This design comes from an exercise in tuning for small area on the open sky130 flow, not from production work. In this exercise RTL edits were held to simulation tests only and were not proved equivalent to the original. No activity file was given, so power comes from the tool's default toggle rates.

Setup of xenon:
Design dnet_master, start of the top module:
module dnet_master (
    input  wire        clk,
    input  wire        rst,
    input  wire [3:0]  cfg_client_id,
    input  wire        cfg_strict,
    input  wire        cfg_csum_span,
    input  wire [7:0]  reg_idx,
    input  wire [15:0] reg_wdata,
    input  wire        reg_wr,
    input  wire        reg_rd,
    output wire [15:0] reg_rdata,
    output wire        tx_valid,
    output reg  [7:0]  tx_byte,
    input  wire        tx_ready,
    input  wire        rx_valid,
    input  wire [7:0]  rx_byte,
    output wire        rx_ready,
    input  wire        rx_timeout,
    output wire        done
);
Size: ~2100 cells after synthesis, roughly 560 flip-flops.
make LEC_CHECK=0 CAP_MARGIN=20 CORE_MARGIN=2 CORE_UTILIZATION=60 CTS_BUF_LIST=sky130_fd_sc_hd__clkbuf_16 CTS_CLUSTER_DIAMETER=60 CTS_CLUSTER_SIZE=20 SLEW_MARGIN=20 finish   # period 10.0 ns
run.sh (not shown) runs the stock make flow with config.mk's settings and CLKGATE_MAP_FILE= SYNTH_SCRIPT=/design/flow/synth_recipe.tcl, a recipe that flattens the netlist after the stock synthesis.
The flow did not stop early for xenon: all stages ran, and the layout cleared the timing, design-rule and antenna checks.
Here is what was changed in the inputs of willow compared with xenon.
Settings: CTS_BUF_LIST: sky130_fd_sc_hd__clkbuf_16 -> unset; SLEW_MARGIN: 20 -> 0; CORE_UTILIZATION: 60 -> 50; CTS_CLUSTER_SIZE: 20 -> unset; GPL_TIMING_DRIVEN: unset -> 0; CAP_MARGIN: 20 -> 0; CTS_CLUSTER_DIAMETER: 60 -> unset.
==> flow/flow/run.sh (new file) <==
#!/bin/bash
# Layout flow: the standard flow (standard.sh: the standard synthesis,
# floorplan, power grid and tap cells, placement, routing), with these
# changes to the cells added after synthesis:
#  * Yosys/ABC buffers are removed at floorplan (as timing-driven global
#    placement would do, which is off here);
#  * the port buffers are sky130_fd_sc_hd__buf_1;
#  * the clock tree uses clkbuf_8 buffers for clusters of up to 16 sinks,
#    clkbuf_4 buffers above them, and
#    no dummy loads.
# Each tool writes its full log under orfs/logs; standard.sh's own output
# goes to standard.log in this folder.
set -euo pipefail
export REMOVE_ABC_BUFFERS=1
export BUFFER_PORTS_ARGS="-buffer_cell sky130_fd_sc_hd__buf_1"
export CTS_ARGS="-sink_clustering_enable -repair_clock_nets -dont_use_dummy_load -buf_list sky130_fd_sc_hd__clkbuf_4 -sink_clustering_buffer sky130_fd_sc_hd__clkbuf_8 -sink_clustering_size 16 -sink_clustering_max_diameter 60"
bash standard.sh > standard.log 2>&1
==> flow/standard.sh (new file) <==
#!/bin/bash
# synth_recipe.tcl (not shown) runs the flow's synth.tcl, then flattens the netlist and writes it again
# the make line also repeats each setting of config.mk as NAME=value (left out here)
make -C /OpenROAD-flow-scripts/flow DESIGN_CONFIG=/design/flow/config.mk WORK_HOME=/design/flow/orfs CLKGATE_MAP_FILE= SYNTH_SCRIPT=/design/flow/synth_recipe.tcl "${@:-finish}"
removed: flow/run.sh
Notes after the runs:
willow: done, clean on timing, DRC and antenna
Max cell leakage power across xenon and willow: xenon
Delta (willow minus xenon): die span in x increased about 9%; clock share of power decreased 7.9 points.
diff inputs: willow => yarrow
Settings: swapping 50 for 70 in CORE_UTILIZATION.
--- outcome ---
The final report for yarrow shows a completed flow and a layout that fails verification, specifically capacitance limit, slew limit.
NOTE: setup slack in yarrow falls short of that of willow
Summary of yarrow over willow: sequential share of layout area went up 0.77 points; die area went down 28%; share of total power in the clock network went down 1.2 points.
Clock skew down 0.071 ns in yarrow wrt willow
From willow to yarrow the numbers moved as follows: maximum number of pins on one net before global-route repair saw an increase; non-filler instance count after layout fell by 186.
Between willow and yarrow, the difference in area occupied by multi-input gates is negligible.
Inputs modified between yarrow and amber:
Settings: CORE_UTILIZATION changed from 70 to 50.
==> flow/flow/run.sh <==
#!/bin/bash
# Layout flow: the standard flow (standard.sh: the standard synthesis,
# floorplan, power grid and tap cells, placement, routing), with these
# changes to the cells added after synthesis:
#  * Yosys/ABC buffers are removed at floorplan (as timing-driven global
#    placement would do, which is off here);
#  * the port buffers are sky130_fd_sc_hd__buf_1;
#  * the clock tree uses clkbuf_8 buffers in clusters of up to 16 sinks and
#    no dummy loads.
# Each tool writes its full log under orfs/logs; standard.sh's own output
# goes to standard.log in this folder.
set -euo pipefail
export REMOVE_ABC_BUFFERS=1
export BUFFER_PORTS_ARGS="-buffer_cell sky130_fd_sc_hd__buf_1"
export CTS_ARGS="-sink_clustering_enable -repair_clock_nets -dont_use_dummy_load -buf_list sky130_fd_sc_hd__clkbuf_8 -sink_clustering_size 16 -sink_clustering_max_diameter 60"
bash standard.sh > standard.log 2>&1
In summary, amber completed successfully, with a layout that passed the timing, design-rule and antenna checks. amber ends up with lower met2 usage in global routing than yarrow does. Going from yarrow to amber, first-iteration DRC count shrinks by 1007. Power: amber draws more than yarrow.
Changes in quartz relative to amber:
==> flow/flow/run.sh <==
#!/bin/bash
# Layout flow: the standard flow (standard.sh: the standard synthesis,
# floorplan, power grid and tap cells, placement, routing), with these
# changes to the cells added after synthesis:
#  * Yosys/ABC buffers are removed at floorplan (as timing-driven global
#    placement would do, which is off here);
#  * the port buffers are sky130_fd_sc_hd__buf_1;
#  * the clock tree uses clkbuf_16 buffers in clusters of up to 28 sinks and
#    no dummy loads.
# Each tool writes its full log under orfs/logs; standard.sh's own output
# goes to standard.log in this folder.
set -euo pipefail
export REMOVE_ABC_BUFFERS=1
export BUFFER_PORTS_ARGS="-buffer_cell sky130_fd_sc_hd__buf_1"
export CTS_ARGS="-sink_clustering_enable -repair_clock_nets -dont_use_dummy_load -buf_list sky130_fd_sc_hd__clkbuf_16 -sink_clustering_size 28 -sink_clustering_max_diameter 80"
bash standard.sh > standard.log 2>&1
- Global-route met2 utilization ended up 0.29 points lower on quartz than on amber.
- quartz ends up with a post-synthesis to final-layout area growth that is 0.45 points higher than in amber.
- Comparing amber against quartz, there is no change at all in per-instance average area after synthesis.
- Of quartz and amber, quartz shows the higher power consumption, with amber below it.
- Design area grows slightly when moving from amber to quartz.
- Looking only at number of clock buffers in the layout, and setting everything else aside, the lower value of quartz and amber goes to quartz.
- Across both runs, clock network fraction of total power was higher for quartz than for amber.
- The clock slew seen by the registers of the worst setup and hold paths of amber and that of quartz are within noise of each other.
- On met2 wire length, the higher figure sits with amber, not quartz.

---

## run A
Starting RTL as in the previous note.
==> flow/config.mk <==
export PLATFORM = sky130hd
export DESIGN_NAME = dnet_master
export DESIGN_NICKNAME = dnet_master
export VERILOG_FILES = /design/flow/design.v
export SDC_FILE = /design/flow/constraint.sdc
export NUM_CORES = 4
export LEC_CHECK = 0
export CAP_MARGIN = 20
export CORE_MARGIN = 2
export CORE_UTILIZATION = 60
export GPL_TIMING_DRIVEN = 0
export SLEW_MARGIN = 20
==> flow/constraint.sdc <==
create_clock -name core_clock -period 10.0 [get_ports {clk}]
set_input_delay 2.0000 -clock core_clock [delete_from_list [all_inputs] [get_ports {clk}]]
set_output_delay 2.0000 -clock core_clock [all_outputs]
set_load 0.01 [all_outputs]
standard.sh (not shown) runs the stock make flow with config.mk's settings and CLKGATE_MAP_FILE= SYNTH_SCRIPT=/design/flow/synth_recipe.tcl, a recipe that flattens the netlist after the stock synthesis.
==> flow/flow/run.sh <==
#!/bin/bash
# Layout flow: the standard flow (standard.sh, unchanged synthesis,
# floorplan, power grid and tap cells), with two changes to how cells are
# added during placement and clock tree synthesis:
#  * the port buffers are the smallest buffer, sky130_fd_sc_hd__buf_1;
#  * the clock tree uses clkbuf_8 buffers in small sink clusters and no
#    dummy loads.
# Every tool's output goes to the ORFS logs under orfs/logs; standard.sh's
# own output goes to standard.log in this folder.
set -euo pipefail
export BUFFER_PORTS_ARGS="-buffer_cell sky130_fd_sc_hd__buf_1"
export CTS_ARGS="-sink_clustering_enable -repair_clock_nets -dont_use_dummy_load -buf_list sky130_fd_sc_hd__clkbuf_8 -sink_clustering_size 12 -sink_clustering_max_diameter 50"
bash standard.sh > standard.log 2>&1
Run A completed end to end with timing, DRC and antenna clean.
Inputs modified between run A and run B:
==> flow/flow/run.sh <==
#!/bin/bash
# Layout flow: the standard flow (standard.sh: the standard synthesis,
# floorplan, power grid and tap cells, placement, routing), with these
# changes to the cells added after synthesis:
#  * Yosys/ABC buffers are removed at floorplan (as timing-driven global
#    placement would do, which is off here);
#  * the port buffers are sky130_fd_sc_hd__buf_1;
#  * the clock tree uses clkbuf_8 buffers for clusters of up to 18 sinks,
#    clkbuf_4 buffers above them, and
#    no dummy loads.
# Each tool writes its full log under orfs/logs; standard.sh's own output
# goes to standard.log in this folder.
set -euo pipefail
export REMOVE_ABC_BUFFERS=1
export BUFFER_PORTS_ARGS="-buffer_cell sky130_fd_sc_hd__buf_1"
export CTS_ARGS="-sink_clustering_enable -repair_clock_nets -dont_use_dummy_load -buf_list sky130_fd_sc_hd__clkbuf_4 -sink_clustering_buffer sky130_fd_sc_hd__clkbuf_8 -sink_clustering_size 18 -sink_clustering_max_diameter 60"
bash standard.sh > standard.log 2>&1
--- a/flow/config.mk
+++ b/flow/config.mk
@@ -7,6 +7,6 @@
 export LEC_CHECK = 0
-export CAP_MARGIN = 20
+export CAP_MARGIN = 0
 export CORE_MARGIN = 2
-export CORE_UTILIZATION = 60
+export CORE_UTILIZATION = 62
 export GPL_TIMING_DRIVEN = 0
-export SLEW_MARGIN = 20
+export SLEW_MARGIN = 0
Notes after the runs:
Worst hold slack | run B below run A
Between run A and run B, the flow reports total power consumption of the routed design decreasing by a few percent.
Diff run A -> run B: area of combinational cells with multiple inputs has remained practically unchanged; first-pass GRT wire length has decreased; number of buffers other than clock buffers in the final layout has decreased.
Input changes introduced in run C (baseline for comparison: run B):
==> flow/flow/run.sh <==
#!/bin/bash
# Layout flow: the standard flow (standard.sh: the standard synthesis,
# floorplan, power grid and tap cells, placement, routing), with these
# changes to the cells added after synthesis:
#  * Yosys/ABC buffers are removed at floorplan (as timing-driven global
#    placement would do, which is off here);
#  * the port buffers are sky130_fd_sc_hd__buf_1;
#  * the clock tree uses clkbuf_8 buffers in clusters of up to 16 sinks and
#    no dummy loads;
#  * after global routing, cells on paths with positive slack are sized down
#    (ORFS's power recovery step, RECOVER_POWER).
# Each tool writes its full log under orfs/logs; standard.sh's own output
# goes to standard.log in this folder.
set -euo pipefail
export REMOVE_ABC_BUFFERS=1
export RECOVER_POWER=100
export BUFFER_PORTS_ARGS="-buffer_cell sky130_fd_sc_hd__buf_1"
export CTS_ARGS="-sink_clustering_enable -repair_clock_nets -dont_use_dummy_load -buf_list sky130_fd_sc_hd__clkbuf_8 -sink_clustering_size 16 -sink_clustering_max_diameter 60"
bash standard.sh > standard.log 2>&1
--- a/flow/config.mk
+++ b/flow/config.mk
@@ -9,3 +9,3 @@
 export CORE_MARGIN = 2
-export CORE_UTILIZATION = 62
+export CORE_UTILIZATION = 50
 export GPL_TIMING_DRIVEN = 0
Run C had finished all stages when the layout checks came back failing, citing capacitance limit, slew limit. Run B: flow completed, timing, DRC and antenna clean. Compared with run B, in run C H-tree depth reported by CTS shows no meaningful change, post-route cell area shows an increase of 0.55%, leakage power summed over all cells shows a reduction of 0.044 nW. Share of total power consumed by net switching (higher): run C. Final worst setup slack in run C vs run B: down 0.20 ns. When run C is measured against run B, its number of logic stages on the critical path including buffering turns out 1 higher. In run C, combined global-route utilization of all metal layers is lower than in run B.

==> separate check: timing with driven ports <==
Ports are ideal in the flow. The routed layouts listed here were re-timed in OpenROAD. Step 1: set_driving_cell puts a clkbuf_16 on clk and a buf_2 on each other input, an assumption about the parent block. Step 2 moves the port delays by t, midway between the first and last clock arrival at a register: inputs arrive t later, outputs are due t later. That takes back most of the time a late clock gives input paths. Slacks: no drivers / after step 1 / after step 2; pairs: no drivers / after step 1.
| run | t (ns) | setup slack, ns | worst slew at a driven data input, ns |
|---|---|---|---|
| xenon | 0.662 | 1.602 / 1.574 / 1.574 | 0.04 |
| willow | 0.913 | 1.726 / 1.703 / 1.703 | 0.04 |
| yarrow | 0.881 | 1.298 / 1.272 / 1.272 | 0.06 |
| amber | 0.703 | 1.715 / 1.692 / 1.692 | 0.04 |
| quartz | 0.664 | 1.749 / 1.726 / 1.726 | 0.03 |
| run A | 0.710 | 1.377 / 1.339 / 1.339 | 0.09 |
| run B | 0.897 | 1.461 / 1.426 / 1.426 | 0.06 |
| run C | 0.704 | 1.259 / 1.236 / 1.236 | 0.04 |
The setup slack of run A, which loses most, moves by -0.038 ns with the drivers and by -0.038 ns with both steps.
